This design comes from an exercise in tuning for small area, a short achievable clock period and few clock cycles per item on the open sky130 flow, not from production work. The RTL was checked by simulation tests, not by an equivalence proof against the original design. Power figures rest on the tool's default switching activity, not on a simulated workload.

run a:
Design msr_codec, start of the top module:
module msr_codec (
    input  wire       clk,
    input  wire       rst,
    input  wire       cmd_valid,
    output wire       cmd_ready,
    input  wire [1:0] cmd_op,       
    input  wire [1:0] cmd_track,    
    input  wire [7:0] cmd_len,      
    input  wire       in_valid,
    output wire       in_ready,
    input  wire [7:0] in_data,
    output wire       out_valid,
    input  wire       out_ready,
    output wire [7:0] out_data,
    output wire       rsp_valid,
    input  wire       rsp_ready,
    output wire [3:0] rsp_err,      
    output wire       rsp_flag,     
    output wire [7:0] rsp_index,    
    output wire [7:0] rsp_char,     
    output wire [7:0] lrc
);
    localparam OP_ENCODE = 2'd0;
    localparam OP_DECODE = 2'd1;
    localparam OP_REVERSE = 2'd2;
    localparam OP_LRCCHK = 2'd3;
    reg        busy;          
    reg        cmd_rdy;       
    reg        trk1;          
    reg        enc;           
    reg        pt;            
    reg        rev;           
    reg        lrcop;         
    reg        len1;          
    reg [7:0]  rem;           
    reg        rem1;          
    reg        remnz;         
    reg        in_rdy;
    reg        bad;
    reg [7:0]  bad_index;     
    reg [7:0]  bad_char;
    reg [3:0]  err_q;
    reg        flag_q;
    reg [5:0]  acc;           
    reg [7:0]  lrc_q;
    reg        rsp_v;
    reg        started;       
    reg [7:0]  wp;            
    reg [7:0]  rp;            
    reg        rd_all;        
  ...
==> flow/config.mk <==
export PLATFORM = sky130hd
export DESIGN_NAME = msr_codec
export DESIGN_NICKNAME = msr_codec
export VERILOG_FILES = /design/flow/design.v
export SDC_FILE = /design/flow/constraint.sdc
export NUM_CORES = 4
export LEC_CHECK = 0
export ABC_AREA = 1
export CAP_MARGIN = 20
export CORE_MARGIN = 2
export CORE_UTILIZATION = 40
export PLACE_DENSITY = 0.6
export SLEW_MARGIN = 20
==> flow/constraint.sdc <==
create_clock -name core_clock -period 10.0 [get_ports {clk}]
set_input_delay 2.0000 -clock core_clock [delete_from_list [all_inputs] [get_ports {clk}]]
set_output_delay 2.0000 -clock core_clock [all_outputs]
set_load 0.01 [all_outputs]
standard.sh (not shown) runs the stock make flow with config.mk's settings and CLKGATE_MAP_FILE= SYNTH_SCRIPT=/design/flow/synth_recipe.tcl, a recipe that flattens the netlist after the stock synthesis.
==> flow/flow/run.sh <==
#!/bin/bash
set -euo pipefail
bash standard.sh SETUP_SLACK_MARGIN=7 \
  "CTS_ARGS=-sink_clustering_enable -repair_clock_nets -sink_clustering_size 26 -sink_clustering_max_diameter 100 -dont_use_dummy_load" \
  finish > orfs_make.log 2>&1
Testbench counts of run a, summed over its fixed seeds: cycles 25,597, ops 192.
Input-level comparison between run b and run a:
diff --git a/flow/design.v b/flow/design.v
--- a/flow/design.v
+++ b/flow/design.v
@@ -97,31 +97,35 @@
     generate
         for (gi = 0; gi < NSLOT; gi = gi + 1) begin : g_ring
             if (gi < 8 * NENT && gi % 8 == 0) begin : g_entry
                 assign esel[gi / 8] = h_wr && enc && (wp[4:3] == gi / 8);
                 always @(posedge clk)
                     ring[gi] <= esel[gi / 8] ? hd[5:0] : ring[(gi + NSLOT - 1) % NSLOT];
             end else begin : g_plain
                 always @(posedge clk)
                     ring[gi] <= ring[gi - 1];
             end
         end
     endgenerate
-    wire [5:0] taps [0:7];
+    wire [5:0] pre [0:7];
     generate
         for (gi = 0; gi < 8; gi = gi + 1) begin : g_tap
-            assign taps[gi] = ring[(gi < 7) ? 32 * gi + 31 : NSLOT - 1];
+            assign pre[gi] = ring[(gi < 7) ? 32 * gi + 30 : NSLOT - 2];
         end
     endgenerate
-    wire [5:0] tq     = taps[rp[7:5]];    
+    wire [2:0] t_idx  = started ? rp[7:5] : 3'd0;
+    wire [5:0] t_next = pre[t_idx];
+    reg  [5:0] tq;                
+    always @(posedge clk)
+        tq <= t_next;
     wire       rp_tap = (rp[4:0] == 5'h1F) || (rp == 8'd253);
     wire [7:0] rp_inc = (rp == 8'd253) ? 8'd0 : rp + 8'd1;
     wire first_ok  = in_rdy && enc && rem1 && ok_so_far && (len1 || (started && rp_tap)) && !v1;
     wire first_try = in_valid && first_ok;       
     wire first     = first_try && alpha;
     wire rd_last  = (rp == wp);
     wire rd_go    = enc && in_done && ok_so_far && !rd_all;
     wire rd       = rd_go && rp_tap && !v1 && !(hv && rd_last);
     wire ck       = enc && in_done && ok_so_far && rd_all && !ck_done && !v1;
     wire [7:0] u_tap = unit_c(trk1, tq);
     wire [7:0] u_in  = unit_c(trk1, in_data[5:0]);
     wire [7:0] u_acc = trk1 ? {1'b0, rev6(acc), ~^acc}
==> notes.md <==
| area after synthesis | run b vs run a | about 0.75% higher |. Diff run b..run a | standby leakage power | negligible. Run b ended with more fraction of area in multi-input gates than run a. Synthesized net count in run b is 0.48% higher than in run a. For post-route core utilization, run a and run b come out practically identical. Sort run b and run a by count of placed standard cells including taps, ascending, and run a comes first. As of run b, global placement routability congestion had risen slightly compared to run a. The synthesized cell count of run b exceeds that of run a by 12. Across both runs, cell area after layout was higher for run b than for run a. Upper clock frequency limit of run a is on par with run b. Floorplan die area (run b over run a): increase, about 0.7%. Aggregate global-route resource usage (lower): run b. Run b: full flow OK, the timing, DRC and antenna checks passed. Going from run a to run b, non-clock buffer total of the final layout shrank by more than 10%. Relative to run a, worst reg-to-reg path cell count has gone down in run b.
Testbench counts of run b, summed over its fixed seeds: cycles 25,597, ops 192.

-- static timing again, ports no longer ideal --
How much do the figures lean on ideal ports? The routed layouts below were timed once more, with nothing changed but the port constraints. Step 1 sets driving cells, clkbuf_16 on the clock port and buf_2 on the other inputs (assumed; they add their load-dependent delay and slew). Step 2 adds t to the input delays and takes it off the output delays; t is the mean of the earliest and latest rising clock arrival at the registers after step 1. Input paths then give back, and output paths get back, about the clock's delay inside the block. a / b / c = ideal ports / drivers / drivers and shift; a / b = the first two.
| run | t, ns | setup WS [ns] | latest minus earliest clock arrival (ns) |
|---|---|---|---|
| run a | 0.675 | 6.869 / 6.802 / 6.407 | 0.073 / 0.072 |
| run b | 0.667 | 6.862 / 6.803 / 6.418 | 0.065 / 0.065 |
After both steps setup and hold are still met in every run listed. The setup slack of run a, which loses most, moves by -0.067 ns with the drivers and by -0.462 ns with both steps.
